Context: an optimization exercise on an open-source flow, tuned for small area, a short achievable clock period and few clock cycles. The choices shown serve that exercise and are no tape-out recipe. Only simulation tests tie the RTL to the original design; equivalence was not proved. Power is estimated from default activity; no workload was simulated.

==> flow/design.v <==
module vwac (
  input  wire        clk,
  input  wire        rst,         
  input  wire        bus_valid,   
  input  wire        bus_write,   
  input  wire [11:0] bus_addr,    
  input  wire [31:0] bus_wdata,
  output wire [31:0] bus_rdata    
);
  localparam [3:0] S_IDLE    = 4'd0,
                   S_FAULT   = 4'd1,
                   S_BADCMD  = 4'd2,
                   S_ESTART  = 4'd3,
                   S_ESCAN   = 4'd4,
                   S_EPACK   = 4'd5,
                   S_ECOMMIT = 4'd6,
                   S_DSTART  = 4'd7,
                   S_DGEN    = 4'd8,
                   S_DCOMMIT = 4'd9;
  localparam [3:0] R_SUCCESS  = 4'h0,
                   R_NOFIT    = 4'h1,
                   R_FOREIGN  = 4'h2,
                   R_BAD_ID   = 4'h9,
                   R_BAD_U16  = 4'hA,
                   R_BAD_U8   = 4'hB,
                   R_BAD_CODE = 4'hC,
                   R_BAD_LEN  = 4'hD,
                   R_BAD_CMD  = 4'hE;
  localparam [2:0] K_PUNCT = 3'd0,
                   K_UPPER = 3'd1,
                   K_LOWER = 3'd2,
                   K_DIGIT = 3'd3,
                   K_ACCNT = 3'd4,
                   K_OTHER = 3'd5;
  localparam [1:0] M_ALPHA = 2'd0, M_LATIN = 2'd1, M_UTF = 2'd2;
  function [3:0] step_of;
    input [3:0] id;
    step_of = (id == 4'd0 || id >= 4'd10) ? 4'd8 :
              (id >= 4'd9) ? 4'd7 : (id >= 4'd6) ? 4'd6 :
              (id >= 4'd3) ? 4'd5 : 4'd4;
  endfunction
  function [5:0] cap_of;
    input [3:0] id;
    cap_of = (id == 4'd0 || id >= 4'd10) ? 6'd14 :
             (id >= 4'd9) ? 6'd16 : (id >= 4'd6) ? 6'd18 :
             (id >= 4'd3) ? 6'd22 : 6'd28;
  endfunction
  function [3:0] punct_idx;
    input [15:0] u;
    case (u)
      16'h0020: punct_idx = 4'd0;
      16'h005F: punct_idx = 4'd1;
      16'h002E: punct_idx = 4'd2;
      16'h002D: punct_idx = 4'd3;
      16'h003A: punct_idx = 4'd4;
      16'h002F: punct_idx = 4'd5;
      16'h002B: punct_idx = 4'd6;
      16'h002C: punct_idx = 4'd7;
      16'h0027: punct_idx = 4'd8;
      16'h0040: punct_idx = 4'd9;
      default:  punct_idx = 4'hF;
    endcase
  endfunction
  function [7:0] mark_of;
    input [3:0] idx;
    case (idx)
      4'd0: mark_of = 8'h20;
      4'd1: mark_of = 8'h5F;
      4'd2: mark_of = 8'h2E;
      4'd3: mark_of = 8'h2D;
      4'd4: mark_of = 8'h3A;
      4'd5: mark_of = 8'h2F;
      4'd6: mark_of = 8'h2B;
      4'd7: mark_of = 8'h2C;
      4'd8: mark_of = 8'h27;
      default: mark_of = 8'h40;
    endcase
  endfunction
  function [10:0] classify;
    input [15:0] u;
    reg [3:0] pi;
    begin
      pi = punct_idx(u);
      if (pi != 4'hF)                                    classify = {K_PUNCT, 4'd0, pi};
      else if (u >= 16'h41 && u <= 16'h5A)               classify = {K_UPPER, u[7:0]};
      else if (u >= 16'h61 && u <= 16'h7A)               classify = {K_LOWER, u[7:0]};
      else if (u >= 16'h30 && u <= 16'h39)               classify = {K_DIGIT, u[7:0]};
      else if (u >= 16'hC0 && u <= 16'hFF && u != 16'hD7 && u != 16'hF7)
                                                         classify = {K_ACCNT, u[7:0]};
      else                                               classify = {K_OTHER, 8'd0};
    end
  endfunction
  function [8:0] keep_of;
    input [10:0] c;
    case (c[10:8])
      K_PUNCT:
        case (c[3:0])
          4'd0:       keep_of = 9'h1EF;
          4'd1:       keep_of = 9'h1FC;
          4'd2, 4'd3: keep_of = 9'h1BF;
          4'd4:       keep_of = 9'h0AE;
          4'd5:       keep_of = 9'h0AC;
          4'd6, 4'd7: keep_of = 9'h0B3;
          4'd8:       keep_of = 9'h0A1;
          default:    keep_of = 9'h0B0;
        endcase
      K_UPPER: keep_of = 9'h1C4;
      K_LOWER: keep_of = 9'h1F8;
      K_DIGIT: keep_of = 9'h163;
      K_ACCNT: keep_of = 9'h100;
      default: keep_of = 9'h000;
    endcase
  endfunction
  function [6:0] enc_code;
    input [3:0] id;
    input [7:0] b;
    reg [3:0] pi;
    reg       isd, isu, isl, isp;
    reg [6:0] base, add, pc;
    begin
      pi  = punct_idx({8'd0, b});
      isp = (pi != 4'hF);
      isd = (b[7:4] == 4'h3);              
      isu = (b[7:5] == 3'b010);            
      isl = (b[7:5] == 3'b011);            
      base = isd ? {3'd0, b[3:0]} : (isu | isl) ? {2'd0, b[4:0]} : b[6:0];
      add = 7'd0; pc = 7'd0;
      case (id)
        4'd1: case (pi)
                4'd0: pc = 7'h0A; 4'd2: pc = 7'h0B; 4'd3: pc = 7'h0C;
                4'd6: pc = 7'h0D; 4'd7: pc = 7'h0E; default: pc = 7'h0F;
              endcase
        4'd2: case (pi)
                4'd0: pc = 7'h0A; 4'd3: pc = 7'h0C; 4'd4: pc = 7'h0D;
                4'd6: pc = 7'h0E; default: pc = 7'h0F;
              endcase
        4'd3, 4'd4: pc = (pi == 4'd0) ? 7'h00 : 7'h1A + {3'd0, pi};
        4'd5: case (pi)
                4'd7: pc = 7'h00; 4'd1: pc = 7'h1B; 4'd2: pc = 7'h1C;
                4'd3: pc = 7'h1D; 4'd6: pc = 7'h1E; default: pc = 7'h1F;
              endcase
        4'd6: begin
                add = isd ? 7'd1 : 7'd10;
                pc = (pi == 4'd0) ? 7'h00 : 7'h24 + {3'd0, pi};
              end
        4'd7: begin
                add = isd ? 7'd1 : isu ? 7'd10 : 7'd36;
                pc = (pi == 4'd0) ? 7'h00 : 7'h3F;
              end
        4'd8: begin
                add = isu ? 7'd0 : 7'd26;
                pc = (pi == 4'd0) ? 7'h00 : 7'h34 + {3'd0, pi};
              end
        default: begin
                add = isd ? 7'd1 : isu ? 7'd10 : isl ? 7'd36 :
                      (b <= 8'hD6) ? 7'h7F : (b <= 8'hF6) ? 7'h7E : 7'h7D;
                pc = (pi == 4'd0) ? 7'h00 : (pi == 4'd2) ? 7'h7E : 7'h7F;
              end
      endcase
      enc_code = isp ? pc : base + add;
    end
  endfunction
  function [8:0] lut_dec;
    input [3:0] id;
    input [7:0] g;
    reg [7:0] off; reg none; reg mark; reg [3:0] mi;
    begin
      none = 1'b0; mark = 1'b0; mi = 4'd0; off = 8'd0;
      case (id)
        4'd1: if (g <= 8'd9) off = 8'h30;
              else begin mark = 1'b1;
                case (g[2:0]) 3'd2: mi = 4'd0; 3'd3: mi = 4'd2; 3'd4: mi = 4'd3; 3'd5: mi = 4'd6; 3'd6: mi = 4'd7; default: mi = 4'd8; endcase
              end
        4'd2: if (g <= 8'd9) off = 8'h30;
              else if (g == 8'd11) none = 1'b1;
              else begin mark = 1'b1;
                case (g[2:0]) 3'd2: mi = 4'd0; 3'd4: mi = 4'd3; 3'd5: mi = 4'd4; 3'd6: mi = 4'd6; default: mi = 4'd7; endcase
              end
        4'd3, 4'd4:
              if (g == 8'd0) mark = 1'b1;
              else if (g <= 8'd26) off = (id == 4'd3) ? 8'h40 : 8'h60;
              else begin mark = 1'b1; mi = g[3:0] - 4'hA; end
        4'd5: if (g == 8'd0) begin mark = 1'b1; mi = 4'd7; end
              else if (g <= 8'd26) off = 8'h60;
              else begin mark = 1'b1;
                case (g[2:0]) 3'd3: mi = 4'd1; 3'd4: mi = 4'd2; 3'd5: mi = 4'd3; 3'd6: mi = 4'd6; default: mi = 4'd9; endcase
              end
        4'd6: if (g == 8'd0) mark = 1'b1;
              else if (g <= 8'd10) off = 8'h2F;
              else if (g <= 8'd36) off = 8'h56;
              else if (g <= 8'd45) begin mark = 1'b1; mi = g[3:0] - 4'h4; end
              else none = 1'b1;
        4'd7: if (g == 8'd0) mark = 1'b1;
              else if (g <= 8'd10) off = 8'h2F;
              else if (g <= 8'd36) off = 8'h36;
              else if (g <= 8'd62) off = 8'h3C;
              else begin mark = 1'b1; mi = 4'd1; end
        4'd8: if (g == 8'd0) mark = 1'b1;
              else if (g <= 8'd26) off = 8'h40;
              else if (g <= 8'd52) off = 8'h46;
              else if (g <= 8'd57) begin mark = 1'b1; mi = g[3:0] - 4'h4; end
              else none = 1'b1;
        4'd9: if (g == 8'd0) mark = 1'b1;
              else if (g <= 8'd10) off = 8'h2F;
              else if (g <= 8'd36) off = 8'h36;
              else if (g <= 8'd62) off = 8'h3C;
              else if (g <= 8'd85) off = 8'h81;
              else if (g <= 8'd116) off = 8'h82;
              else if (g <= 8'd124) off = 8'h83;
              else if (g == 8'd125) none = 1'b1;
              else begin mark = 1'b1; mi = (g == 8'd126) ? 4'd2 : 4'd3; end
        default: off = 8'd0;    
      endcase
      lut_dec = {none, mark ? mark_of(mi) : g + off};
    end
  endfunction
  reg [15:0]  char_in [0:63];
  reg [15:0]  in_len;
  reg [11:0]  hdr;
  reg [111:0] payload;
  reg [4:0]   out_len;
  reg         out_wide;
  reg [223:0] co;             
  reg [3:0]   st;
  reg         st_done, st_ok, st_ovr;
  reg [3:0]   st_res;
  wire busy  = (st != S_IDLE) && (st != S_FAULT);
  wire fault = (st == S_FAULT);
  reg [111:0] acc;            
  reg [111:0] stg;            
  reg         rec_ok;         
  reg         rec_wide;
  reg [4:0]   rec_n;
  reg [5:0]   r;              
  reg         wq_v;           
  reg [5:0]   wq_k;
  reg [4:0]   pi;             
  reg         v;              
  reg [15:0]  u_r;
  reg         a_lat;          
  reg [8:0]   a_keep;
  reg [2:0]   a_unres;        
  reg         a_ubad, a_upend;
  reg [3:0]   a_ub;           
  reg [1:0]   pk_mode;
  reg [3:0]   pk_id;
  reg [3:0]   pk_s;
  reg [5:0]   pk_len;
  reg [1:0]   bi;
  reg [1:0]   carry;
  reg         v3;             
  reg [7:0]   cd_r;
  reg [2:0]   wc;             
  reg [6:0]   wb;
  reg [1:0]   ph;             
  reg [6:0]   bp;
  reg [2:0]   gc;
  reg [7:0]   gg;
  reg [5:0]   gn;
  reg [4:0]   nout;
  reg [1:0]   cc;
  reg [17:0]  cacc;
  reg [1:0]   lc;
  reg [9:0]   hsp;
  wire rd_req  = bus_valid & ~bus_write;
  wire wr_req  = bus_valid & bus_write;
  wire a_lo    = (bus_addr[11:8] == 4'h0);
  wire a_cin   = (bus_addr[11:8] == 4'h1);
  wire a_cout  = (bus_addr[11:8] == 4'h2);
  wire [5:0] a_k = bus_addr[7:2];
  wire wr_ok   = wr_req & ~busy;
  wire wr_cin  = wr_ok & a_cin;
  wire wr_reg  = wr_ok & a_lo & (bus_addr[7:6] == 2'b00);
  wire wr_pay  = wr_ok & a_lo & (bus_addr[7:6] == 2'b01) & (bus_addr[5:4] == 2'b00);
  wire wr_cmd  = wr_reg & (bus_addr[5:2] == 4'd0) & ~fault & (bus_wdata[1:0] != 2'd0);
  wire wr_inl  = wr_reg & (bus_addr[5:2] == 4'd3);
  wire wr_hdr  = wr_reg & (bus_addr[5:2] == 4'd4);
  wire        eng_pk  = (st == S_EPACK) | (st == S_ESTART);
  wire [4:0]  eng_idx = eng_pk ? pi : wq_v ? wq_k[4:0] : r[4:0];
  reg  [15:0] cin_q0, cin_q1, cin_q2, cin_q3, eng_q;
  integer e;
  always @* begin
    cin_q0 = 16'd0;
    cin_q1 = 16'd0;
    cin_q2 = 16'd0;
    cin_q3 = 16'd0;
    for (e = 0; e < 16; e = e + 1) begin
      cin_q0 = cin_q0 | ({16{a_cin & (a_k == e)}}      & char_in[e]);
      cin_q1 = cin_q1 | ({16{a_cin & (a_k == 16 + e)}} & char_in[16+e]);
      cin_q2 = cin_q2 | ({16{a_cin & (a_k == 32 + e)}} & char_in[32+e]);
      cin_q3 = cin_q3 | ({16{a_cin & (a_k == 48 + e)}} & char_in[48+e]);
    end
    eng_q = 16'd0;
    for (e = 0; e < 28; e = e + 1)
      eng_q = eng_q | ({16{eng_idx == e}} & char_in[e]);
  end
  reg  [27:0] co_live;
  reg  [7:0]  co_lo, co_hi;
  integer j;
  always @* begin
    for (j = 0; j < 28; j = j + 1)
      co_live[j] = (j < out_len);
    co_lo = 8'd0;
    for (j = 0; j < 28; j = j + 1)
      co_lo = co_lo | ({8{a_cout & (a_k == j) & co_live[j]}} & co[8*j +: 8]);
    co_hi = 8'd0;
    for (j = 0; j < 14; j = j + 1)
      co_hi = co_hi | ({8{a_cout & (a_k == j) & co_live[j] & out_wide}} & co[8*(14+j) +: 8]);
  end
  wire [15:0] co_unit = {co_hi, co_lo};    
  wire a_reg = a_lo & (bus_addr[7:6] == 2'b00);
  wire a_pay = a_lo & (bus_addr[7:6] == 2'b01) & (bus_addr[5:4] == 2'b00);
  wire [31:0] rd_reg =
      ({32{bus_addr[5:2] == 4'd1}} & {23'd0, st_ovr, st_res, fault, st_ok, st_done, busy})
    | ({32{bus_addr[5:2] == 4'd2}} & 32'd112)
    | ({32{bus_addr[5:2] == 4'd3}} & {16'd0, in_len})
    | ({32{bus_addr[5:2] == 4'd4}} & {20'd0, hdr})
    | ({32{bus_addr[5:2] == 4'd5}} & {27'd0, out_len});
  wire [31:0] rd_pay =
      ({32{bus_addr[3:2] == 2'd0}} & payload[31:0])
    | ({32{bus_addr[3:2] == 2'd1}} & payload[63:32])
    | ({32{bus_addr[3:2] == 2'd2}} & payload[95:64])
    | ({32{bus_addr[3:2] == 2'd3}} & {16'd0, payload[111:96]});
  wire [31:0] rd_oth =
      ({32{a_reg}} & rd_reg)
    | ({32{a_pay}} & rd_pay);
  reg  [15:0] rq_0, rq_1, rq_2, rq_3;
  reg  [31:0] rq_oth;
  reg  [15:0] rq_co;
  always @(posedge clk) begin
    rq_co  <= co_unit;
    rq_0   <= cin_q0;
    rq_1   <= cin_q1;
    rq_2   <= cin_q2;
    rq_3   <= cin_q3;
    rq_oth <= rd_oth;
  end
  assign bus_rdata = rq_oth | {16'd0, rq_co | rq_0 | rq_1 | rq_2 | rq_3};
  wire [15:0] cin_d = bus_wdata[15:0] & {16{~rst}};
  genvar gi;
  generate
    for (gi = 0; gi < 64; gi = gi + 1) begin : g_cin
      always @(posedge clk)
        if (rst | (wr_cin & (a_k == gi)))
          char_in[gi] <= cin_d;
    end
  endgenerate
  wire        u_byte = (u_r[15:8] == 8'd0);
  wire [10:0] ucls   = classify({8'd0, u_r[7:0]});
  wire [8:0]  ukeep  = {9{u_byte}} & keep_of(ucls);
  wire        u_pun  = u_byte & (ucls[10:8] == K_PUNCT);
  wire [2:0]  uunres = {u_pun & (ucls[3:0] == 4'd1),
                        u_pun & (ucls[3:0] >= 4'd6),
                        u_pun & (ucls[3:0] == 4'd2)};
  wire        u_hs   = (u_r[15:10] == 6'b110110);
  wire        u_ls   = (u_r[15:10] == 6'b110111);
  wire [1:0]  u_nb   = (u_r[15:7] == 9'd0) ? 2'd1 : (u_r[15:11] == 5'd0) ? 2'd2 : 2'd3;
  wire        f_lat   = a_lat & u_byte;
  wire [8:0]  f_keep  = a_keep & ukeep;
  wire [2:0]  f_unres = a_unres | uunres;
  reg         f_ubad, f_upend;
  reg  [4:0]  f_ubs;
  always @* begin
    f_ubad = a_ubad; f_upend = a_upend; f_ubs = {1'b0, a_ub};
    if (a_upend) begin
      if (u_ls) begin f_upend = 1'b0; f_ubs = f_ubs + 5'd4; end
      else f_ubad = 1'b1;
    end else if (u_hs) f_upend = 1'b1;
    else if (u_ls)     f_ubad = 1'b1;
    else               f_ubs = f_ubs + {3'd0, u_nb};
  end
  wire [3:0] f_ub = f_ubs[4] ? 4'hF : f_ubs[3:0];
  wire        L_big   = (in_len > 16'd28);
  wire        L_zero  = (in_len == 16'd0);
  wire        L_short = (in_len <= 16'd14);
  wire [4:0]  L5      = in_len[4:0];
  wire [8:0]  capm = {(L5 <= 5'd16), {3{L5 <= 5'd18}}, {3{L5 <= 5'd22}}, 2'b11};
  wire [8:0]  okm  = a_keep & capm & ~{a_unres[2], a_unres[1], 5'b00000, a_unres[0], 1'b0};
  reg  [3:0]  win;
  integer wi;
  always @* begin
    win = 4'd0;
    for (wi = 9; wi >= 1; wi = wi - 1)
      if (okm[wi-1]) win = wi;
  end
  wire        scanned = (r == in_len[5:0]) & ~v;
  wire [3:0]  wstep = step_of(win);
  wire [2:0]  lsm   = in_len[2:0] * wstep[2:0];
  wire [2:0]  wpad  = 3'd0 - lsm;
  wire [6:0]  pk_code = enc_code(pk_id, u_r[7:0]);
  wire [10:0] hs_w    = {1'b0, u_r[9:0]} + 11'h040;
  reg  [7:0]  ubyte;
  reg  [1:0]  unb;
  always @* begin
    unb = u_nb; ubyte = u_r[7:0];
    if (u_hs) begin
      unb = 2'd2;
      ubyte = (bi == 2'd0) ? {5'b11110, hs_w[10:8]} : {2'b10, hs_w[7:2]};
    end else if (u_ls) begin
      unb = 2'd2;
      ubyte = (bi == 2'd0) ? {2'b10, carry, u_r[9:6]} : {2'b10, u_r[5:0]};
    end else if (u_nb == 2'd2)
      ubyte = (bi == 2'd0) ? {3'b110, u_r[10:6]} : {2'b10, u_r[5:0]};
    else if (u_nb == 2'd3)
      ubyte = (bi == 2'd0) ? {4'b1110, u_r[15:12]} :
              (bi == 2'd1) ? {2'b10, u_r[11:6]} : {2'b10, u_r[5:0]};
  end
  wire pk_last = (pk_mode != M_UTF) | (bi == unb - 2'd1);
  reg  [14:0] comb;
  always @* begin
    case (pk_s)
      4'd4:    comb = {4'd0, wb, cd_r[3:0]};
      4'd5:    comb = {3'd0, wb, cd_r[4:0]};
      4'd6:    comb = {2'd0, wb, cd_r[5:0]};
      4'd7:    comb = {1'd0, wb, cd_r[6:0]};
      default: comb = {wb, cd_r[7:0]};
    endcase
  end
  wire [3:0]  tot     = {1'b0, wc} + pk_s;
  wire [7:0]  wbyte   = comb >> (tot[2:0]);
  wire [111:0] acc_sh = {acc[103:0], wbyte};
  wire [1:0] h_tag = hdr[11:10];
  wire [3:0] h_id  = hdr[9:6];
  wire [5:0] h_len = hdr[5:0];
  wire [3:0] h_step = step_of(h_id);
  wire       pay_zero = (payload == 112'd0);
  wire       pbit  = payload[bp];
  wire [8:0] gdec  = lut_dec(h_id, gg);
  wire       g_cont = (gg[7:6] == 2'b10);
  reg        g_bad;
  reg [20:0] g_cp;
  always @* begin
    g_bad = 1'b0; g_cp = 21'd0;
    if (gg[7] == 1'b0) begin
      g_cp = {14'd0, gg[6:0]};
      if (cc != 2'd0) g_bad = 1'b1;
    end else if (gg >= 8'hC2 && gg <= 8'hDF) begin
      g_cp = {10'd0, gg[4:0], cacc[17:12]};
      if (cc != 2'd1) g_bad = 1'b1;
    end else if (gg[7:4] == 4'hE) begin
      g_cp = {5'd0, gg[3:0], cacc[17:6]};
      if (cc != 2'd2) g_bad = 1'b1;
      if (gg == 8'hE0 && lc[1] == 1'b0) g_bad = 1'b1;
      if (gg == 8'hED && lc[1] == 1'b1) g_bad = 1'b1;
    end else if (gg >= 8'hF0 && gg <= 8'hF4) begin
      g_cp = {gg[2:0], cacc};
      if (cc != 2'd3) g_bad = 1'b1;
      if (gg == 8'hF0 && lc == 2'b00) g_bad = 1'b1;
      if (gg == 8'hF4 && lc != 2'b00) g_bad = 1'b1;
    end else
      g_bad = 1'b1;
  end
  wire [20:0] g_cpm = g_cp - 21'h10000;
  wire        g_sup = (g_cp[20:16] != 5'd0);
  wire sc_restart = wq_v & (wq_k == 6'd0);
  wire sc_drop    = wq_v & (wq_k != 6'd0) & (wq_k < r);
  wire sc_rd      = wq_v & ((wq_k == 6'd0) | ((wq_k == r) & (r <= 6'd27)));
  wire fold_st = (st == S_IDLE) | (st == S_FAULT) | (st == S_ESCAN) | (st == S_ESTART);
  wire consume = v & pk_last & (st == S_EPACK);
  reg  rd_now;
  always @* begin
    case (st)
      S_IDLE, S_FAULT: rd_now = sc_rd;
      S_ESCAN:         rd_now = ({10'd0, r} < in_len);
      S_ESTART:        rd_now = scanned;
      S_EPACK:         rd_now = ({11'd0, pi} < in_len) & (~v | consume);
      default:         rd_now = 1'b0;
    endcase
  end
  wire fold_now = v & fold_st & ~sc_restart & ~sc_drop;
  wire pk_end = v3 & ~v & ({11'd0, pi} == in_len);
  always @(posedge clk) begin
    if (rst) begin
      st <= S_IDLE;
      st_done <= 1'b0; st_ok <= 1'b0; st_ovr <= 1'b0; st_res <= 4'd0;
      in_len <= 16'd0; hdr <= 12'd0; payload <= 112'd0;
      out_len <= 5'd0; out_wide <= 1'b0;
      rec_ok <= 1'b0; rec_wide <= 1'b0; rec_n <= 5'd0;
      r <= 6'd0; wq_v <= 1'b0; v <= 1'b0;
      a_lat <= 1'b1; a_keep <= 9'h1FF; a_unres <= 3'd0;
      a_ubad <= 1'b0; a_upend <= 1'b0; a_ub <= 4'd0;
    end else begin
      if (rd_now) begin
        u_r <= eng_q;
        if (eng_pk) pi <= pi + 5'd1;
        else r <= {1'b0, eng_idx} + 6'd1;
      end
      if (rd_now) v <= 1'b1;
      else if (fold_now | consume) v <= 1'b0;
      if (fold_now) begin
        a_lat <= f_lat; a_keep <= f_keep; a_unres <= f_unres;
        a_ubad <= f_ubad; a_upend <= f_upend; a_ub <= f_ub;
      end
      if (wr_req & busy) st_ovr <= 1'b1;
      if (wr_inl) in_len <= bus_wdata[15:0];
      if (wr_hdr) begin hdr <= bus_wdata[11:0]; rec_ok <= 1'b0; end
      if (wr_pay) begin
        rec_ok <= 1'b0;
        case (bus_addr[3:2])
          2'd0: payload[31:0]   <= bus_wdata;
          2'd1: payload[63:32]  <= bus_wdata;
          2'd2: payload[95:64]  <= bus_wdata;
          default: payload[111:96] <= bus_wdata[15:0];
        endcase
      end
      wq_v <= wr_cin;
      wq_k <= a_k;
      if (sc_restart | sc_drop) begin
        a_lat <= 1'b1; a_keep <= 9'h1FF; a_unres <= 3'd0;
        a_ubad <= 1'b0; a_upend <= 1'b0; a_ub <= 4'd0;
      end
      if (sc_drop) begin
        r <= 6'd0; v <= 1'b0;
      end
      if (wr_cmd) begin
        st_done <= 1'b0; st_ok <= 1'b0; st_res <= 4'd0; st_ovr <= 1'b0;
        pi <= 5'd0;
        case (bus_wdata[1:0])
          2'd1:    st <= S_ESTART;
          2'd2:    st <= S_DSTART;
          default: st <= S_BADCMD;
        endcase
      end
      case (st)
        S_BADCMD: begin
          st_done <= 1'b1; st_res <= R_BAD_CMD; st <= S_FAULT;
        end
        S_ESTART: begin
          if (L_big) begin
            v <= 1'b0;
            st_done <= 1'b1; st_res <= R_NOFIT; st <= S_IDLE;
          end else if (L_zero) begin
            v <= 1'b0;
            acc <= 112'd0; wb <= 7'd0; cd_r <= 8'd0; wc <= 3'd0; pk_s <= 4'd8;
            pk_id <= 4'd0; pk_len <= 6'd0; pk_mode <= M_LATIN;
            st <= S_ECOMMIT;
          end else if (!scanned) begin
            if (!v) begin
              if (r > in_len[5:0]) begin
                r <= 6'd0;
                a_lat <= 1'b1; a_keep <= 9'h1FF; a_unres <= 3'd0;
                a_ubad <= 1'b0; a_upend <= 1'b0; a_ub <= 4'd0;
              end
              st <= S_ESCAN;
            end
          end else if (L_short) begin
            if (a_lat) begin
              pk_mode <= M_LATIN; pk_id <= 4'd10; pk_s <= 4'd8; pk_len <= in_len[5:0];
              acc <= 112'd0; bi <= 2'd0; v3 <= 1'b0; wc <= 3'd0; wb <= 7'd0;
              st <= S_EPACK;
            end else if (a_ubad | a_upend) begin
              v <= 1'b0;
              st_done <= 1'b1; st_res <= R_BAD_U16; st <= S_FAULT;
            end else if (a_ub > 4'd14) begin
              v <= 1'b0;
              st_done <= 1'b1; st_res <= R_NOFIT; st <= S_IDLE;
            end else begin
              pk_mode <= M_UTF; pk_id <= 4'd0; pk_s <= 4'd8; pk_len <= {2'b00, a_ub};
              acc <= 112'd0; bi <= 2'd0; v3 <= 1'b0; wc <= 3'd0; wb <= 7'd0;
              st <= S_EPACK;
            end
          end else if (win == 4'd0) begin
            v <= 1'b0;
            st_done <= 1'b1; st_res <= R_NOFIT; st <= S_IDLE;
          end else begin
            pk_mode <= M_ALPHA; pk_id <= win; pk_s <= wstep; pk_len <= in_len[5:0];
            acc <= 112'd0; bi <= 2'd0; v3 <= 1'b0; wc <= wpad; wb <= 7'd0;
            st <= S_EPACK;
          end
        end
        S_ESCAN: begin
          if (scanned) st <= S_ESTART;
        end
        S_EPACK: begin
          if (v) begin
            if (pk_mode == M_UTF) begin
              bi <= pk_last ? 2'd0 : bi + 2'd1;
              if (u_hs && bi == 2'd1) carry <= hs_w[1:0];
            end
            cd_r <= (pk_mode == M_ALPHA) ? {1'b0, pk_code} :
                    (pk_mode == M_UTF)   ? ubyte : u_r[7:0];
          end
          v3 <= v;
          if (v3) begin
            if (tot[3]) acc <= acc_sh;
            wc <= tot[2:0];
            wb <= comb[6:0];
          end
          if (pk_end) st <= S_ECOMMIT;
        end
        default: ;
      endcase
      if ((st == S_EPACK && pk_end) || st == S_ECOMMIT) begin
        hdr <= {2'b10, pk_id, pk_len};
        payload <= acc_sh;
        for (j = 0; j < 14; j = j + 1) begin
          acc[8*j +: 8] <= char_in[j][7:0];
          stg[8*j +: 8] <= (pk_mode == M_UTF) ? char_in[j][15:8] : char_in[14+j][7:0];
        end
        rec_ok <= 1'b1; rec_n <= L5; rec_wide <= (pk_mode == M_UTF);
        st_done <= 1'b1; st_ok <= 1'b1; st_res <= R_SUCCESS; st <= S_IDLE;
      end
      case (st)
        S_DSTART: begin
          if (h_tag != 2'b10) begin
            st_done <= 1'b1; st_res <= R_FOREIGN; st <= S_IDLE;
          end else if (pay_zero) begin
            out_len <= 5'd0;
            st_done <= 1'b1; st_ok <= 1'b1; st_res <= R_SUCCESS; st <= S_IDLE;
          end else if (rec_ok) begin
            co <= {stg, acc}; out_len <= rec_n; out_wide <= rec_wide;
            st_done <= 1'b1; st_ok <= 1'b1; st_res <= R_SUCCESS; st <= S_IDLE;
          end else if (h_id > 4'd10) begin
            st_done <= 1'b1; st_res <= R_BAD_ID; st <= S_FAULT;
          end else if (h_len > cap_of(h_id)) begin
            st_done <= 1'b1; st_res <= R_BAD_LEN; st <= S_FAULT;
          end else begin
            ph <= 2'd0; bp <= 7'd0; gc <= 3'd0; gg <= 8'd0; gn <= h_len; nout <= 5'd0;
            cc <= 2'd0; cacc <= 18'd0;
            if (h_len == 6'd0) begin
              rec_ok <= 1'b1; rec_n <= 5'd0; rec_wide <= (h_id == 4'd0);
              st <= S_DCOMMIT;
            end else
              st <= S_DGEN;
          end
        end
        S_DGEN: begin
          case (ph)
            2'd0: begin
              gg[gc] <= pbit;
              bp <= bp + 7'd1;
              if ({1'b0, gc} == h_step - 4'd1) ph <= 2'd1;
              else gc <= gc + 3'd1;
            end
            2'd1: begin
              gg <= 8'd0; gc <= 3'd0;
              if (h_id != 4'd0) begin
                if (gdec[8]) begin
                  st_done <= 1'b1; st_res <= R_BAD_CODE; st <= S_FAULT;
                end else begin
                  acc <= {acc[103:0], gdec[7:0]};
                  stg <= {stg[103:0], acc[111:104]};
                  nout <= nout + 5'd1;
                  gn <= gn - 6'd1;
                  if (gn == 6'd1) begin
                    rec_ok <= 1'b1; rec_n <= nout + 5'd1; rec_wide <= 1'b0;
                    st <= S_DCOMMIT;
                  end else
                    ph <= 2'd0;
                end
              end else if (g_cont) begin
                gn <= gn - 6'd1;
                if (cc == 2'd3 || gn == 6'd1) begin
                  st_done <= 1'b1; st_res <= R_BAD_U8; st <= S_FAULT;
                end else begin
                  cacc <= {gg[5:0], cacc[17:6]};
                  cc <= cc + 2'd1;
                  lc <= gg[5:4];
                  ph <= 2'd0;
                end
              end else if (g_bad) begin
                st_done <= 1'b1; st_res <= R_BAD_U8; st <= S_FAULT;
              end else begin
                gn <= gn - 6'd1;
                cc <= 2'd0; cacc <= 18'd0;
                nout <= nout + 5'd1;
                if (g_sup) begin
                  acc <= {acc[103:0], g_cpm[7:0]};
                  stg <= {stg[103:0], 6'b110111, g_cpm[9:8]};
                  hsp <= g_cpm[19:10];
                  ph <= 2'd2;
                end else begin
                  acc <= {acc[103:0], g_cp[7:0]};
                  stg <= {stg[103:0], g_cp[15:8]};
                  if (gn == 6'd1) begin
                    rec_ok <= 1'b1; rec_n <= nout + 5'd1; rec_wide <= 1'b1;
                    st <= S_DCOMMIT;
                  end else
                    ph <= 2'd0;
                end
              end
            end
            default: begin
              acc <= {acc[103:0], hsp[7:0]};
              stg <= {stg[103:0], 6'b110110, hsp[9:8]};
              nout <= nout + 5'd1;
              if (gn == 6'd0) begin
                rec_ok <= 1'b1; rec_n <= nout + 5'd1; rec_wide <= 1'b1;
                st <= S_DCOMMIT;
              end else
                ph <= 2'd0;
            end
          endcase
        end
        S_DCOMMIT: begin
          co <= {stg, acc}; out_len <= rec_n; out_wide <= rec_wide;
          st_done <= 1'b1; st_ok <= 1'b1; st_res <= R_SUCCESS; st <= S_IDLE;
        end
        default: ;
      endcase
    end
  end
endmodule
==> flow/flow/run.sh <==
#!/bin/bash
set -euo pipefail
MARGIN=7
make() { command make "$@" SETUP_SLACK_MARGIN=$MARGIN; }
export -f make
export MARGIN
bash standard.sh finish > run_flow.log 2>&1
==> flow/standard.sh <==
#!/bin/bash
# synth_recipe.tcl (not shown) runs the flow's synth.tcl, then flattens the netlist and writes it again
# the make line also repeats each setting of config.mk as NAME=value (left out here)
make -C /OpenROAD-flow-scripts/flow DESIGN_CONFIG=/design/flow/config.mk WORK_HOME=/design/flow/orfs CLKGATE_MAP_FILE= SYNTH_SCRIPT=/design/flow/synth_recipe.tcl "${@:-finish}"
==> flow/config.mk <==
export PLATFORM = sky130hd
export DESIGN_NAME = vwac
export DESIGN_NICKNAME = vwac
export VERILOG_FILES = /design/flow/design.v
export SDC_FILE = /design/flow/constraint.sdc
export NUM_CORES = 8
export LEC_CHECK = 0
export CAP_MARGIN = 20
export CORE_MARGIN = 2
export CORE_UTILIZATION = 50
export PLACE_DENSITY = 0.6
export SLEW_MARGIN = 20
==> flow/constraint.sdc <==
create_clock -name core_clock -period 11.0 [get_ports {clk}]
set_input_delay 2.2000 -clock core_clock [delete_from_list [all_inputs] [get_ports {clk}]]
set_output_delay 2.2000 -clock core_clock [all_outputs]
set_load 0.01 [all_outputs]
==> results of run 1 <==
==> per-stage QoR <==
stage | setup WS [ns] | power (mW) | hold slack [ns] | instances
5_1_grt | 6.79 | 16.4 | 0.468 | 10377
6_report | 6.85 | 16.1 | 0.449 | 10380
3_3_place_gp | 4.00 | 9.19 | 0.429 | 9743
2_1_floorplan | 4.65 | 8.78 | 0.419 | 7610
3_5_place_dp | 4.02 | 9.21 | 0.438 | 9747
4_1_cts | 6.80 | 16.0 | 0.451 | 10267
==> flip-flops by register name, indices dropped and copies added (netlist names), 7 cells and up <==
name     count
char_in   1024
co         224
acc        112
payload    112
stg        112
rq_oth      32
cacc        18
in_len      16
rq_0        16
rq_1        16
rq_2        16
rq_3        16
rq_co       16
u_r         16
hdr         12
hsp         10
a_keep       9
cd_r         8
gg           8
bp           7
wb           7
==> worst max-delay path, cell delays in order (launching register included) <==
cell and delay [ns]:
sky130_fd_sc_hd__dfxtp_1 0.33, sky130_fd_sc_hd__nor4_4 0.43, sky130_fd_sc_hd__nand2_2 0.16, sky130_fd_sc_hd__buf_6 0.15
==> synthesized netlist by cell type, drive strengths merged (32+ instances only) <==
| cell type | instances | area, um2 |
|---|---|---|
| nor3 | 123 | 616 |
| ha | 88 | 1100 |
| a311oi | 70 | 619 |
| nand2b | 47 | 294 |
| clkbuf | 442 | 1660 |
| inv | 143 | 537 |
| and3 | 41 | 257 |
| a22oi | 244 | 1830 |
| dfxtp | 303 | 6070 |
| a21o | 66 | 495 |
| mux4 | 58 | 1310 |
| nand2 | 856 | 3210 |
| mux2i | 108 | 1080 |
| a222oi | 106 | 1060 |
| a21oi | 593 | 2970 |
| xnor2 | 37 | 324 |
| nor2 | 543 | 2040 |
| a31oi | 40 | 256 |
| or3 | 32 | 200 |
| nand4 | 122 | 763 |
| a22o | 266 | 2330 |
| nor4 | 72 | 472 |
| edfxtp | 1601 | 48100 |
| nor2b | 54 | 338 |
| o21ai | 414 | 2070 |
| buf | 99 | 523 |
| nand3 | 214 | 1070 |
| a221oi | 341 | 2990 |
| a211oi | 98 | 736 |
==> power groups by stage <==
stage          clock, mW  combinational [mW]  sequential [mW]
2_1_floorplan          0               0.266             8.51
3_3_place_gp           0               0.520             8.67
3_5_place_dp           0               0.528             8.68
4_1_cts             6.89               0.615             8.53
5_1_grt             7.17               0.672             8.57
6_report            6.88               0.656             8.55
==> area by class of cell <==
class	count	area, um2
multi-input cells	5021	34700
clock inverters	109	1200
inverters	145	576
repair buffers	589	6460
diodes	8	20.0
flip-flops and latches	1904	54200
fillers	14170	70600
well taps	2340	2930
clock buffers	264	5430
==> routing by layer <==
metal  global-route usage  wire length, um  vias up
met5                    0              110        -
met4                0.274            32800       16
met3                0.132            54200     1277
met2                0.604           166000     6057
met1                0.580           149000    37446
li1                     -                -    30529
==> timing repair <==
action	4_1_cts	5_1_grt
endpoints found under the setup margin	1806	746
gates cloned	13	8
gates resized for setup	507	194
buffers inserted	134	96
pin swaps	106	66
==> final timing paths <==
check	startpoint	endpoint	slack, ns	depth (start not counted)
setup / recovery	rq_1[11]	bus_rdata[11]	6.85	3
hold reg to reg	a_keep[1]	a_keep[1]	0.45	1
setup reg to reg	gg[3]	acc[5]	6.88	20
hold / removal	a_keep[1]	a_keep[1]	0.45	1
==> logic make-up after synthesis <==
kind of cell / Yosys count / synth area share
buf+inv: 686 / 0.0308
xor+xnor: 53 / 0.00524
mux: 180 / 0.0287
compound gates: 2473 / 0.196
simple gates: 2222 / 0.115
fa+ha+maj: 92 / 0.0133
flops: 1904 / 0.611
==> results_dict.tcl, run 1 <==
set metrics [dict create \
    power_switching_share 0.236 \
    synth-edff-count 1601 \
    drc_errors 0 \
    dieHeight_um 425 \
    leakage_dissipation_nw 36.6 \
    chipWidth_um 425 \
    grt_pass1_wl_um 545000 \
    drt_iter0_markers 14072 \
    rsz0062_at_grt "true" \
    antenna_violations_before_repair 26 \
    max_capacitance_violation_total 0 \
    final_core_utilization 0.599 \
    die_outline_area_um2 180000 \
    syn2layout_area_growth_pct 19.2 \
    most_common_cell_after_layout_fill_and_taps_aside "sky130_fd_sc_hd__edfxtp_1" \
    worst_ep_arrival_time_ns 1.95 \
    setup_tns_ns 0 \
    clock-root-buffer "sky130_fd_sc_hd__clkbuf_16" \
    synth-main-ff-cell "sky130_fd_sc_hd__edfxtp_1" \
    synth_cell_types 92 \
    async_flop_share 0 \
    first_global_vias 67551 \
    h-tree-depth 4 \
    worst_setup_hold_path_clk_slew_ns 0.06 \
    finalSetupViolations 0 \
    drt.antenna.violating_nets 0 \
    clk-insertion-delay-late_ns 0.87 \
    switchingPower_mw 3.79 \
    syn-num-nets 7750 \
    largest_net_degree_at_the_start_of_global_routing 163 \
    detailed_place.area_um2 93200 \
    internal_power_mw 12.3 \
    wirelength_um 402000 \
    drive_above_1_share 0.176 \
    layout.nets 7997 \
    timing_worst_slew_pin_value_ns 1.29 \
    cts_max_path_buffers 3 \
    endpoint_class_of_the_critical_path "output port" \
    power_frac_clock 0.428 \
    post_synth_inst_count 7610 \
    drt_pre_antenna_iters 10 \
    worst_setup_path_start_kind "flop" \
    vias_per_cell 7.26 \
    ir_worst_vdd_mv 0.192 \
    worstPathRequired_ns 8.80 \
    time_the_worst_path_needs_with_i_o_delays_and_setup_ns 4.15 \
    timing.fmax_mhz 241 \
    cts_hold_repair.buffers 0 \
    layout.cells.most_common_list "sky130_fd_sc_hd__edfxtp_1, sky130_fd_sc_hd__nand2_1, sky130_fd_sc_hd__a21oi_1" \
    io-pin-count 80 \
    run_status "timing/DRC/antenna clean" \
    cts_sinks 1904 \
    worst-setup-path-type "reg -> out" \
    maxSlewHeadroom 0.141 \
    crit_path_max_fo 1 \
    finalWeightedCongestion 1.04 \
    synth_cell_area_um2 88600 \
    port_buffers 77 \
    floorplan.core_area_um2 176000 \
    skew_final_ns 0.0557 \
    grt_util_all_layers 0.431 \
    synth.yosys.seq_area_share 0.611 \
    vias 75325 \
    final_cell_area_excluding_filler_cells_um2 106000 \
    hpwl_after_dpl_um 269000 \
    synth_area_per_cell_um2 11.6 \
    routed_wire_length_per_instance_um 38.7 \
    clock_buffer_count_from_cts 196 \
    power_frac_comb 0.041 \
    grt.overflow.total 0 \
    synth_seq_cells 1904 \
    seq_power_share 0.531 \
    ys.warnings.count 2 \
    tritoncts "done" \
    core.rowCount 154 \
    hold_path_class "reg -> reg" \
    initial_utilization 0.503 \
    hold_violations 0 \
    layout_worst_path_cycle_share 0.377 \
    power_per_cell_area_nw_per_um2 152 \
    finalMaxSlewViolations 0 \
]
Testbench counts, summed over its fixed seeds: cycles 51,062.
==> inputs of run 2 (changes only) <==
--- a/flow/design.v
+++ b/flow/design.v
@@ -469,11 +469,56 @@
   end
   wire fold_now = v & fold_st & ~sc_restart & ~sc_drop;
   wire pk_end = v3 & ~v & ({11'd0, pi} == in_len);
+  wire est_go   = (st == S_ESTART) & ~L_big;
+  wire est_pack = scanned & (L_short ? (a_lat | (~(a_ubad | a_upend) & (a_ub <= 4'd14)))
+                                     : (win != 4'd0));
+  wire enc_commit = (st == S_EPACK && pk_end) || st == S_ECOMMIT;
+  wire acc_clr  = est_go & (L_zero | est_pack);
+  wire dg_ins_a = (st == S_DGEN) & (ph == 2'd1) & (h_id != 4'd0) & ~gdec[8];
+  wire dg_ins_u = (st == S_DGEN) & (ph == 2'd1) & (h_id == 4'd0) & ~g_cont & ~g_bad;
+  wire dg_ins_h = (st == S_DGEN) & (ph == 2'd2);
+  wire dg_ins   = dg_ins_a | dg_ins_u | dg_ins_h;
+  reg  [7:0] dg_lo, dg_hi;
+  always @* begin
+    if (dg_ins_a)      begin dg_lo = gdec[7:0]; dg_hi = acc[111:104]; end
+    else if (dg_ins_h) begin dg_lo = hsp[7:0];  dg_hi = {6'b110110, hsp[9:8]}; end
+    else if (g_sup)    begin dg_lo = g_cpm[7:0]; dg_hi = {6'b110111, g_cpm[9:8]}; end
+    else               begin dg_lo = g_cp[7:0];  dg_hi = g_cp[15:8]; end
+  end
+  wire acc_shift = ((st == S_EPACK) & v3 & tot[3]) | dg_ins;
+  wire [7:0] acc_in = (st == S_EPACK) ? wbyte : dg_lo;
+  reg [111:0] dc_lo, dc_hi;
+  always @* begin
+    for (j = 0; j < 14; j = j + 1) begin
+      dc_lo[8*j +: 8] = char_in[j][7:0];
+      dc_hi[8*j +: 8] = (pk_mode == M_UTF) ? char_in[j][15:8] : char_in[14+j][7:0];
+    end
+  end
+  always @(posedge clk)
+    if (enc_commit | acc_shift | acc_clr)
+      acc <= enc_commit ? dc_lo : acc_shift ? {acc[103:0], acc_in} : 112'd0;
+  always @(posedge clk)
+    if (enc_commit | dg_ins)
+      stg <= enc_commit ? dc_hi : {stg[103:0], dg_hi};
+  wire co_load = ((st == S_DSTART) & (h_tag == 2'b10) & ~pay_zero & rec_ok) | (st == S_DCOMMIT);
+  always @(posedge clk)
+    if (co_load) co <= {stg, acc};
+  wire [3:0] pay_wr = {4{wr_pay}} & {bus_addr[3:2] == 2'd3, bus_addr[3:2] == 2'd2,
+                                     bus_addr[3:2] == 2'd1, bus_addr[3:2] == 2'd0};
+  genvar gw;
+  generate
+    for (gw = 0; gw < 4; gw = gw + 1) begin : g_pay
+      localparam integer W = (gw == 3) ? 16 : 32;
+      always @(posedge clk)
+        if (rst | pay_wr[gw] | enc_commit)
+          payload[32*gw +: W] <= {W{~rst}} & (pay_wr[gw] ? bus_wdata[W-1:0] : acc_sh[32*gw +: W]);
+    end
+  endgenerate
   always @(posedge clk) begin
     if (rst) begin
       st <= S_IDLE;
       st_done <= 1'b0; st_ok <= 1'b0; st_ovr <= 1'b0; st_res <= 4'd0;
-      in_len <= 16'd0; hdr <= 12'd0; payload <= 112'd0;
+      in_len <= 16'd0; hdr <= 12'd0;
       out_len <= 5'd0; out_wide <= 1'b0;
       rec_ok <= 1'b0; rec_wide <= 1'b0; rec_n <= 5'd0;
       r <= 6'd0; wq_v <= 1'b0; v <= 1'b0;
@@ -494,15 +539,7 @@
       if (wr_req & busy) st_ovr <= 1'b1;
       if (wr_inl) in_len <= bus_wdata[15:0];
       if (wr_hdr) begin hdr <= bus_wdata[11:0]; rec_ok <= 1'b0; end
-      if (wr_pay) begin
-        rec_ok <= 1'b0;
-        case (bus_addr[3:2])
-          2'd0: payload[31:0]   <= bus_wdata;
-          2'd1: payload[63:32]  <= bus_wdata;
-          2'd2: payload[95:64]  <= bus_wdata;
-          default: payload[111:96] <= bus_wdata[15:0];
-        endcase
-      end
+      if (wr_pay) rec_ok <= 1'b0;
       wq_v <= wr_cin;
       wq_k <= a_k;
       if (sc_restart | sc_drop) begin
@@ -531,7 +568,7 @@
             st_done <= 1'b1; st_res <= R_NOFIT; st <= S_IDLE;
           end else if (L_zero) begin
             v <= 1'b0;
-            acc <= 112'd0; wb <= 7'd0; cd_r <= 8'd0; wc <= 3'd0; pk_s <= 4'd8;
+            wb <= 7'd0; cd_r <= 8'd0; wc <= 3'd0; pk_s <= 4'd8;
             pk_id <= 4'd0; pk_len <= 6'd0; pk_mode <= M_LATIN;
             st <= S_ECOMMIT;
           end else if (!scanned) begin
@@ -546,7 +583,7 @@
           end else if (L_short) begin
             if (a_lat) begin
               pk_mode <= M_LATIN; pk_id <= 4'd10; pk_s <= 4'd8; pk_len <= in_len[5:0];
-              acc <= 112'd0; bi <= 2'd0; v3 <= 1'b0; wc <= 3'd0; wb <= 7'd0;
+              bi <= 2'd0; v3 <= 1'b0; wc <= 3'd0; wb <= 7'd0;
               st <= S_EPACK;
             end else if (a_ubad | a_upend) begin
               v <= 1'b0;
@@ -556,7 +593,7 @@
               st_done <= 1'b1; st_res <= R_NOFIT; st <= S_IDLE;
             end else begin
               pk_mode <= M_UTF; pk_id <= 4'd0; pk_s <= 4'd8; pk_len <= {2'b00, a_ub};
-              acc <= 112'd0; bi <= 2'd0; v3 <= 1'b0; wc <= 3'd0; wb <= 7'd0;
+              bi <= 2'd0; v3 <= 1'b0; wc <= 3'd0; wb <= 7'd0;
               st <= S_EPACK;
             end
           end else if (win == 4'd0) begin
@@ -564,7 +601,7 @@
             st_done <= 1'b1; st_res <= R_NOFIT; st <= S_IDLE;
           end else begin
             pk_mode <= M_ALPHA; pk_id <= win; pk_s <= wstep; pk_len <= in_len[5:0];
-            acc <= 112'd0; bi <= 2'd0; v3 <= 1'b0; wc <= wpad; wb <= 7'd0;
+            bi <= 2'd0; v3 <= 1'b0; wc <= wpad; wb <= 7'd0;
             st <= S_EPACK;
           end
         end
@@ -582,7 +619,6 @@
           end
           v3 <= v;
           if (v3) begin
-            if (tot[3]) acc <= acc_sh;
             wc <= tot[2:0];
             wb <= comb[6:0];
           end
@@ -592,11 +628,6 @@
       endcase
       if ((st == S_EPACK && pk_end) || st == S_ECOMMIT) begin
         hdr <= {2'b10, pk_id, pk_len};
-        payload <= acc_sh;
-        for (j = 0; j < 14; j = j + 1) begin
-          acc[8*j +: 8] <= char_in[j][7:0];
-          stg[8*j +: 8] <= (pk_mode == M_UTF) ? char_in[j][15:8] : char_in[14+j][7:0];
-        end
         rec_ok <= 1'b1; rec_n <= L5; rec_wide <= (pk_mode == M_UTF);
         st_done <= 1'b1; st_ok <= 1'b1; st_res <= R_SUCCESS; st <= S_IDLE;
       end
@@ -608,7 +639,7 @@
             out_len <= 5'd0;
             st_done <= 1'b1; st_ok <= 1'b1; st_res <= R_SUCCESS; st <= S_IDLE;
           end else if (rec_ok) begin
-            co <= {stg, acc}; out_len <= rec_n; out_wide <= rec_wide;
+            out_len <= rec_n; out_wide <= rec_wide;
             st_done <= 1'b1; st_ok <= 1'b1; st_res <= R_SUCCESS; st <= S_IDLE;
           end else if (h_id > 4'd10) begin
             st_done <= 1'b1; st_res <= R_BAD_ID; st <= S_FAULT;
@@ -638,8 +669,6 @@
                 if (gdec[8]) begin
                   st_done <= 1'b1; st_res <= R_BAD_CODE; st <= S_FAULT;
                 end else begin
-                  acc <= {acc[103:0], gdec[7:0]};
-                  stg <= {stg[103:0], acc[111:104]};
                   nout <= nout + 5'd1;
                   gn <= gn - 6'd1;
                   if (gn == 6'd1) begin
@@ -665,13 +694,9 @@
                 cc <= 2'd0; cacc <= 18'd0;
                 nout <= nout + 5'd1;
                 if (g_sup) begin
-                  acc <= {acc[103:0], g_cpm[7:0]};
-                  stg <= {stg[103:0], 6'b110111, g_cpm[9:8]};
                   hsp <= g_cpm[19:10];
                   ph <= 2'd2;
                 end else begin
-                  acc <= {acc[103:0], g_cp[7:0]};
-                  stg <= {stg[103:0], g_cp[15:8]};
                   if (gn == 6'd1) begin
                     rec_ok <= 1'b1; rec_n <= nout + 5'd1; rec_wide <= 1'b1;
                     st <= S_DCOMMIT;
@@ -681,8 +706,6 @@
               end
             end
             default: begin
-              acc <= {acc[103:0], hsp[7:0]};
-              stg <= {stg[103:0], 6'b110110, hsp[9:8]};
               nout <= nout + 5'd1;
               if (gn == 6'd0) begin
                 rec_ok <= 1'b1; rec_n <= nout + 5'd1; rec_wide <= 1'b1;
@@ -693,7 +716,7 @@
           endcase
         end
         S_DCOMMIT: begin
-          co <= {stg, acc}; out_len <= rec_n; out_wide <= rec_wide;
+          out_len <= rec_n; out_wide <= rec_wide;
           st_done <= 1'b1; st_ok <= 1'b1; st_res <= R_SUCCESS; st <= S_IDLE;
         end
         default: ;
==> flow/flow/run.sh (replaced) <==
#!/bin/bash
set -euo pipefail
MARGIN=6.7
make() { command make "$@" SETUP_SLACK_MARGIN=$MARGIN; }
export -f make
export MARGIN
bash standard.sh finish > run_flow.log 2>&1
==> run 2 against run 1 <==
Effect of this change:
- total power decreased by 0.43%
- critical path type is now in -> reg
- non-clock buffer count is 166 lower
- sequential share of layout area grew 5.0 points
- die area down 4.4%
- routed wire length down 9.5%
- global-route usage is 1.8 points lower
- first-iteration DRC count down 11%
- clock power up 1%
- flip-flop and latch count stayed put
- cell count down 13%
- synthesized area fell by 4.4%
- count of clock-buffer cells in the layout fell by 2
==> results_dict.tcl, run 2 <==
set metrics [dict create \
    run_status "timing/DRC/antenna clean" \
    worst-setup-path-type "in -> reg" \
    floorplan.core_area_um2 169000 \
    post_synth_inst_count 6419 \
    setup_ws_ns 6.60 \
    worstPathRequired_ns 11.52 \
    total_power_mw 16.0 \
    dp_worst_setup_slack_ns 4.17 \
    leakage_dissipation_nw 34.0 \
    yosys.cell_count.top_type "sky130_fd_sc_hd__edfxtp_1" \
    layout.cells.non_filler 9022 \
    grt.overflow.total 0 \
    antenna_violations_before_repair 24 \
    vias_per_cell 7.26 \
    endpoint_class_of_the_critical_path "flop" \
    core.rowCount 151 \
    synth-main-ff-cell "sky130_fd_sc_hd__edfxtp_1" \
    drive_above_1_share 0.153 \
    skew_final_ns 0.0729 \
    synth_cell_area_um2 84600 \
    grt_util_all_layers 0.413 \
    worst_setup_hold_path_clk_slew_ns 0.06 \
    vias 65514 \
    largest_net_degree_at_the_start_of_global_routing 113 \
    finalSetupViolations 0 \
    grt_pass1_wl_um 496000 \
    first_global_vias 59990 \
    final_core_utilization 0.582 \
    cts_sinks 1904 \
    routed_wire_length_per_instance_um 40.3 \
    cpMaxStageDelayCell "sky130_fd_sc_hd__clkdlybuf4s50_1" \
    initial_utilization 0.502 \
    max_stage_delay_ns 0.86 \
    cts_hold_repair.buffers 0 \
    rsz0062_at_grt "true" \
    power_per_cell_area_nw_per_um2 163 \
    dieHeight_um 415 \
    clk-insertion-delay-late_ns 0.90 \
    registers.top_by_ff_count "char_in" \
    syn2layout_area_growth_pct 15.9 \
    ys.warnings.count 2 \
    wirelength_um 364000 \
    synth.yosys.seq_area_share 0.653 \
    registers_with_the_most_flip_flops "char_in: 1024 flops, co: 224 flops" \
    io-pin-count 80 \
    crit_path_max_fo 14 \
    worst_ep_arrival_time_ns 4.92 \
    post_synth_most_frequent_cells "sky130_fd_sc_hd__edfxtp_1, sky130_fd_sc_hd__nand2_1, sky130_fd_sc_hd__a22o_1, sky130_fd_sc_hd__clkbuf_1, sky130_fd_sc_hd__a221oi_1" \
    most_common_cell_after_layout_fill_and_taps_aside "sky130_fd_sc_hd__edfxtp_1" \
    h-tree-depth 4 \
    synthTopCellsByArea "sky130_fd_sc_hd__edfxtp_1, sky130_fd_sc_hd__dfxtp_1, sky130_fd_sc_hd__a22o_1" \
    timing_worst_slew_pin_value_ns 1.22 \
    drc_errors 0 \
    die_outline_area_um2 173000 \
    layout_worst_path_cycle_share 0.400 \
    layout.cells.most_common_list "sky130_fd_sc_hd__edfxtp_1, sky130_fd_sc_hd__nand2_1, sky130_fd_sc_hd__a22o_1" \
    async_flop_share 0 \
    final_cell_area_excluding_filler_cells_um2 98100 \
    synth_seq_cells 1904 \
    hold_ws_ns 0.418 \
    synth_cell_types 94 \
    tritoncts "done" \
    time_the_worst_path_needs_with_i_o_delays_and_setup_ns 4.40 \
    synth-edff-count 1713 \
    crit_chain "clkdlybuf4s50_1 -> nand3_2 -> nor2_4 -> nand2_4 -> o21ai_4 -> buf_6" \
    largest_register_ffs 1024 \
    hold_violations 0 \
    synth_area_per_cell_um2 13.2 \
    hpwl_after_dpl_um 253000 \
    syn-num-nets 6558 \
    ir_worst_vdd_mv 0.198 \
    finalMaxSlewViolations 0 \
    place_inst 8544 \
    finalWeightedCongestion 1.06 \
    clock-root-buffer "sky130_fd_sc_hd__clkbuf_16" \
    number_of_cells_on_the_worst_reg_to_reg_path 11 \
    timing.fmax_mhz 227 \
    layout.nets 6761 \
    maxSlewHeadroom 0.185 \
    port_buffers 77 \
    chipWidth_um 415 \
    drt_pre_antenna_iters 13 \
    clock_buffer_count_from_cts 196 \
    max_capacitance_violation_total 0 \
    hold_path_class "reg -> reg" \
    setup_tns_ns 0 \
    min_path_cells 0 \
    detailed_place.area_um2 89300 \
    drt.antenna.violating_nets 0 \
    drt_iter0_markers 12567 \
    synth.largest_area_cell "sky130_fd_sc_hd__edfxtp_1" \
    synth_largest_type_area_fraction 0.608 \
    worst_setup_path_start_kind "input port" \
    cts_max_path_buffers 3 \
]
run 2: cell types whose count changed after synthesis, moves of 56 or more:
cell	delta
sky130_fd_sc_hd__a211oi_1	-56
sky130_fd_sc_hd__nand3_1	-60
sky130_fd_sc_hd__mux2i_1	+65
sky130_fd_sc_hd__nand2_1	-235
sky130_fd_sc_hd__o21ai_0	-83
sky130_fd_sc_hd__a311oi_1	-59
sky130_fd_sc_hd__nor2_1	-215
sky130_fd_sc_hd__a22oi_1	-87
sky130_fd_sc_hd__a22o_1	+150
sky130_fd_sc_hd__clkbuf_1	-103
sky130_fd_sc_hd__a21oi_1	-316
sky130_fd_sc_hd__edfxtp_1	+112
sky130_fd_sc_hd__dfxtp_1	-112
run 2: final cells by class:
| class | instances | area [um2] |
|---|---|---|
| Sequential cell | 1904 | 55300 |
| Tap cell | 2218 | 2780 |
| Timing Repair Buffer | 423 | 3890 |
| Antenna cell | 10 | 25.0 |
| Fill cell | 13465 | 70600 |
| Clock buffer | 262 | 5290 |
| Inverter | 91 | 353 |
| Clock inverter | 108 | 1430 |
| Multi-Input combinational cell | 4006 | 29100 |
run 2: cell families (layout without fill, tap and decap cells):
kind of cell | Yosys count | in the layout | synth area share
AO/OA/AOI/OAI | 1920 | 1921 | 0.170
flip-flops | 1904 | 1904 | 0.653
AND/OR/NAND/NOR | 1687 | 1687 | 0.0953
buffers and inverters | 510 | 884 | 0.0240
multiplexers | 256 | 256 | 0.0392
adder cells (fa/ha/maj) | 91 | 91 | 0.0138
XOR/XNOR | 51 | 51 | 0.00528
other | 0 | 10 | 0
run 2: final timing paths:
kind                  start       endpoint  slack (ns)
hold / removal     stg[108]        co[220]        0.42
hold reg to reg    stg[108]        co[220]        0.42
setup reg to reg      st[2]         u_r[4]        6.73
setup / recovery  bus_write  char_in[9][7]        6.60
run 2: critical path, delay by kind of cell:
kind | cells | cell delay, ns
compound gates | 1 | 0.28
simple gates | 3 | 1.17
buf+inv | 2 | 1.22
run 2: power breakdown:
| group | total, mW | internal (mW) | leakage (nW) | switching [mW] |
|---|---|---|---|---|
| sequential | 8.52 | 8.23 | 17.8 | 0.295 |
| combinational | 0.552 | 0.140 | 13.0 | 0.412 |
| clock | 6.95 | 3.96 | 3.24 | 2.99 |
run 2: repair_timing:
| action | 4_1_cts | 5_1_grt |
|---|---|---|
| setup buffers | 59 | 33 |
| endpoints found under the setup margin | 1829 | 905 |
| pin swaps | 49 | 11 |
| gates resized for setup | 223 | 70 |
| gates cloned | 3 | 1 |
run 2: metal layers:
layer / global-route usage / routed length (um)
met5: 0.0100 / 361
met4: 0.235 / 26200
met3: 0.123 / 47000
met2: 0.605 / 156000
met1: 0.547 / 135000
Testbench counts of run 2, summed over its fixed seeds: cycles 51,062.
==> inputs of run 3 (changes only) <==
==> flow/flow/run.sh (replaced) <==
#!/bin/bash
set -euo pipefail
MARGIN=7
make() { command make "$@" SETUP_SLACK_MARGIN=$MARGIN; }
export -f make
export MARGIN
bash standard.sh finish > run_flow.log 2>&1
==> run 3 against run 2 <==
Effect of this change:
- still clean on timing, DRC and antenna
- hold slack improved by 0.0023 ns
- synthesized cell count did not move
- synthesized area unchanged
- total power is 1.5% lower
- fmax grew 1.1%
- global-route usage down 0.17 points
- combinational power is 15% higher
- count of clock-buffer cells in the layout grew 7
- flip-flop and latch count did not move
- core utilization up 1.4 points
- clock power is 4.7% lower
- register-to-register slack better by 0.22 ns
- critical endpoint is now bus_rdata[1]
- largest cell class unchanged
- largest power group unchanged
- highest routed layer unchanged
==> results_dict.tcl, run 3 <==
set metrics [dict create \
    vias 66388 \
    rsz0062_at_grt "true" \
    syn-num-nets 6558 \
    layout.nets 6864 \
    h-tree-depth 4 \
    power_frac_clock 0.420 \
    most_common_cell_after_layout_fill_and_taps_aside "sky130_fd_sc_hd__edfxtp_1" \
    wirelength_um 365000 \
    initial_utilization 0.502 \
    io-pin-count 80 \
    registers.top_by_ff_count "char_in" \
    timing.fmax_mhz 230 \
    r2r_start "u_r[0]" \
    crit_path_max_fo 1 \
    synth_cell_area_um2 84600 \
    time_the_worst_path_needs_with_i_o_delays_and_setup_ns 4.35 \
    drt_iter0_markers 12521 \
    finalSetupViolations 0 \
    synthTopCellsByArea "sky130_fd_sc_hd__edfxtp_1, sky130_fd_sc_hd__dfxtp_1, sky130_fd_sc_hd__a22o_1" \
    run_status "timing/DRC/antenna clean" \
    dieHeight_um 415 \
    final_cell_area_excluding_filler_cells_um2 100000 \
    max_stage_delay_ns 0.53 \
    drive_above_1_share 0.180 \
    post_synth_inst_count 6419 \
    synth_cell_types 94 \
    post_synth_most_frequent_cells "sky130_fd_sc_hd__edfxtp_1, sky130_fd_sc_hd__nand2_1, sky130_fd_sc_hd__a22o_1, sky130_fd_sc_hd__clkbuf_1, sky130_fd_sc_hd__a221oi_1" \
    finalMaxSlewViolations 0 \
    worst_setup_hold_path_clk_slew_ns 0.07 \
    grt_pass1_wl_um 494000 \
    worst-setup-path-type "reg -> out" \
    hold_path_class "reg -> reg" \
    hold_ws_ns 0.421 \
    synth-edff-count 1713 \
    synth-main-ff-cell "sky130_fd_sc_hd__edfxtp_1" \
    ir_worst_vdd_mv 0.174 \
    chipWidth_um 415 \
    grt.overflow.total 0 \
    grt_util_all_layers 0.411 \
    tritoncts "done" \
    synth_largest_type_area_fraction 0.608 \
    leakage_dissipation_nw 35.0 \
    registers_with_the_most_flip_flops "char_in: 1024 flops, co: 224 flops" \
    layout_worst_path_cycle_share 0.396 \
    cts_max_path_buffers 3 \
    timing_worst_slew_pin_value_ns 1.12 \
    cts_sinks 1904 \
    worst-r2r-setup-slack_ns 6.95 \
    vias_per_cell 7.27 \
    largest_register_ffs 1024 \
    port_buffers 77 \
    internal_power_mw 12.1 \
    die_outline_area_um2 173000 \
    drt.antenna.violating_nets 0 \
    synth.yosys.seq_area_share 0.653 \
    endpoint_class_of_the_critical_path "output port" \
    skew_final_ns 0.0569 \
    crit_end "bus_rdata[1]" \
    largest_net_degree_at_the_start_of_global_routing 199 \
    detailed_place.area_um2 89600 \
    fillCellCount 13342 \
    ys.warnings.count 2 \
    clock_buffer_count_from_cts 193 \
    number_of_cells_on_the_worst_reg_to_reg_path 12 \
    drc_errors 0 \
    multi_input_area_um2 30200 \
    drt_pre_antenna_iters 11 \
    finalWeightedCongestion 1.06 \
    switchingPower_mw 3.69 \
    core.rowCount 151 \
    worst_setup_path_start_kind "flop" \
    worstPathRequired_ns 8.80 \
    setup_tns_ns 0 \
    seq_power_share 0.540 \
    hpwl_after_dpl_um 247000 \
    synth_area_per_cell_um2 13.2 \
    synth.largest_area_cell "sky130_fd_sc_hd__edfxtp_1" \
    cpMaxStageDelayCell "sky130_fd_sc_hd__nor4_4" \
    max_capacitance_violation_total 0 \
    crit_chain "nor4_4 -> nand2_4 -> buf_6" \
    maxSlewHeadroom 0.229 \
    synth_seq_cells 1904 \
    syn2layout_area_growth_pct 18.7 \
    power_switching_share 0.234 \
    antenna_violations_before_repair 26 \
    cp_launch_point "rq_oth[1]" \
    reg2reg_to "cd_r[2]" \
    async_flop_share 0 \
    routed_wire_length_per_instance_um 40.0 \
    clock-root-buffer "sky130_fd_sc_hd__clkbuf_16" \
    power_frac_comb 0.040 \
    layout.area.seq_um2 55300 \
    layout.cells.most_common_list "sky130_fd_sc_hd__edfxtp_1, sky130_fd_sc_hd__nand2_1, sky130_fd_sc_hd__a22o_1" \
    clk-insertion-delay-late_ns 0.88 \
    worst_ep_arrival_time_ns 2.15 \
    first_global_vias 60495 \
    yosys.cell_count.top_type "sky130_fd_sc_hd__edfxtp_1" \
    power_per_cell_area_nw_per_um2 157 \
    hold_violations 0 \
    floorplan.core_area_um2 169000 \
]
## run 3: layout make-up
type,instances,share of cell area
Antenna cell,19,0.000473
Clock buffer,269,0.0531
Clock inverter,94,0.00951
Inverter,91,0.00365
Multi-Input combinational cell,4014,0.300
Sequential cell,1904,0.551
Tap cell,2218,0.0276
Timing Repair Buffer,521,0.0543
## run 3: how the worst min path moves through the flow
stage                  start      end  slack (ns)  cells past startpoint
floorplan           stg[104]  co[216]        0.40                      0
global placement    stg[107]  co[219]        0.40                      0
detailed placement  stg[104]  co[216]        0.41                      0
CTS                 stg[104]  co[216]        0.42                      0
global route        stg[104]  co[216]        0.43                      0
finish              stg[104]  co[216]        0.42                      0
## run 3: worst max-delay path, delay by kind of cell (launching register included)
family                 cells  cell delay, ns
DFF                        1            0.41
buffers and inverters      1            0.17
and+or+nand+nor            2            0.72
## run 3: power by group through the flow
stage | Combinational [mW] | Clock, mW | Sequential, mW
finish | 0.633 | 6.62 | 8.53
global route | 0.634 | 6.91 | 8.53
CTS | 0.586 | 6.63 | 8.50
detailed placement | 0.518 | 0 | 8.65
global placement | 0.514 | 0 | 8.64
floorplan | 0.247 | 0 | 8.48
## run 3: kinds of logic after synthesis
family | share of synthesized area
buffers and inverters | 0.0240
AO/OA/AOI/OAI | 0.170
flip-flops | 0.653
XOR/XNOR | 0.00528
AND/OR/NAND/NOR | 0.0953
adder cells (fa/ha/maj) | 0.0138
multiplexers | 0.0392
## run 3: per-stage QoR
step,utilization,power [mW],cells,setup slack (ns)
after detailed placement,0.531,9.17,8496,4.73
after floorplan,-,8.73,6419,0.935
after global placement,0.531,9.16,8494,4.79
final,0.595,15.8,9130,6.65
after global routing,0.595,16.1,9111,6.66
after CTS,0.588,15.7,9046,6.70
## run 3: repair_timing
item	CTS	global route
pin swaps	123	55
hold buffers	0	0
setup buffers	176	61
setup endpoints to repair	1831	710
gates resized for setup	365	94
gates cloned	11	4
## run 3: layer usage
| metal | GRT usage | vias up | part of all wire |
|---|---|---|---|
| met5 | 0.00306 | - | 0.00048 |
| met4 | 0.219 | 16 | 0.067 |
| met3 | 0.131 | 1192 | 0.13 |
| met2 | 0.596 | 5437 | 0.42 |
| met1 | 0.552 | 33161 | 0.37 |
| li1 | - | 26582 | - |

==> afterwards: timing with drivers on the ports <==
The flow's constraints put no driver on any port. The routed layouts listed below were extracted and timed again, unchanged, in two steps.
Step 1 sets driving cells, clkbuf_16 on the clock port and buf_2 on the other inputs (assumed; they add their load-dependent delay and slew).
Step 2 also shifts input and output timing later by t, the mid clock arrival at the registers, as if the neighbouring blocks saw the same clock.
Three values: no drivers, after step 1, after step 2; two values: the first two.
run	t (ns)	slack for setup (ns)	hold WS [ns]
run 1	0.946	6.848 / 6.753 / 6.075	0.449 / 0.449 / 0.449
run 2	0.947	6.599 / 6.573 / 5.716	0.418 / 0.418 / 0.418
run 3	0.945	6.649 / 6.558 / 6.031	0.421 / 0.421 / 0.421
After both steps every run listed still meets setup and hold. For run 2, which loses most, drivers alone change the setup slack by -0.026 ns; drivers and shift together by -0.883 ns.
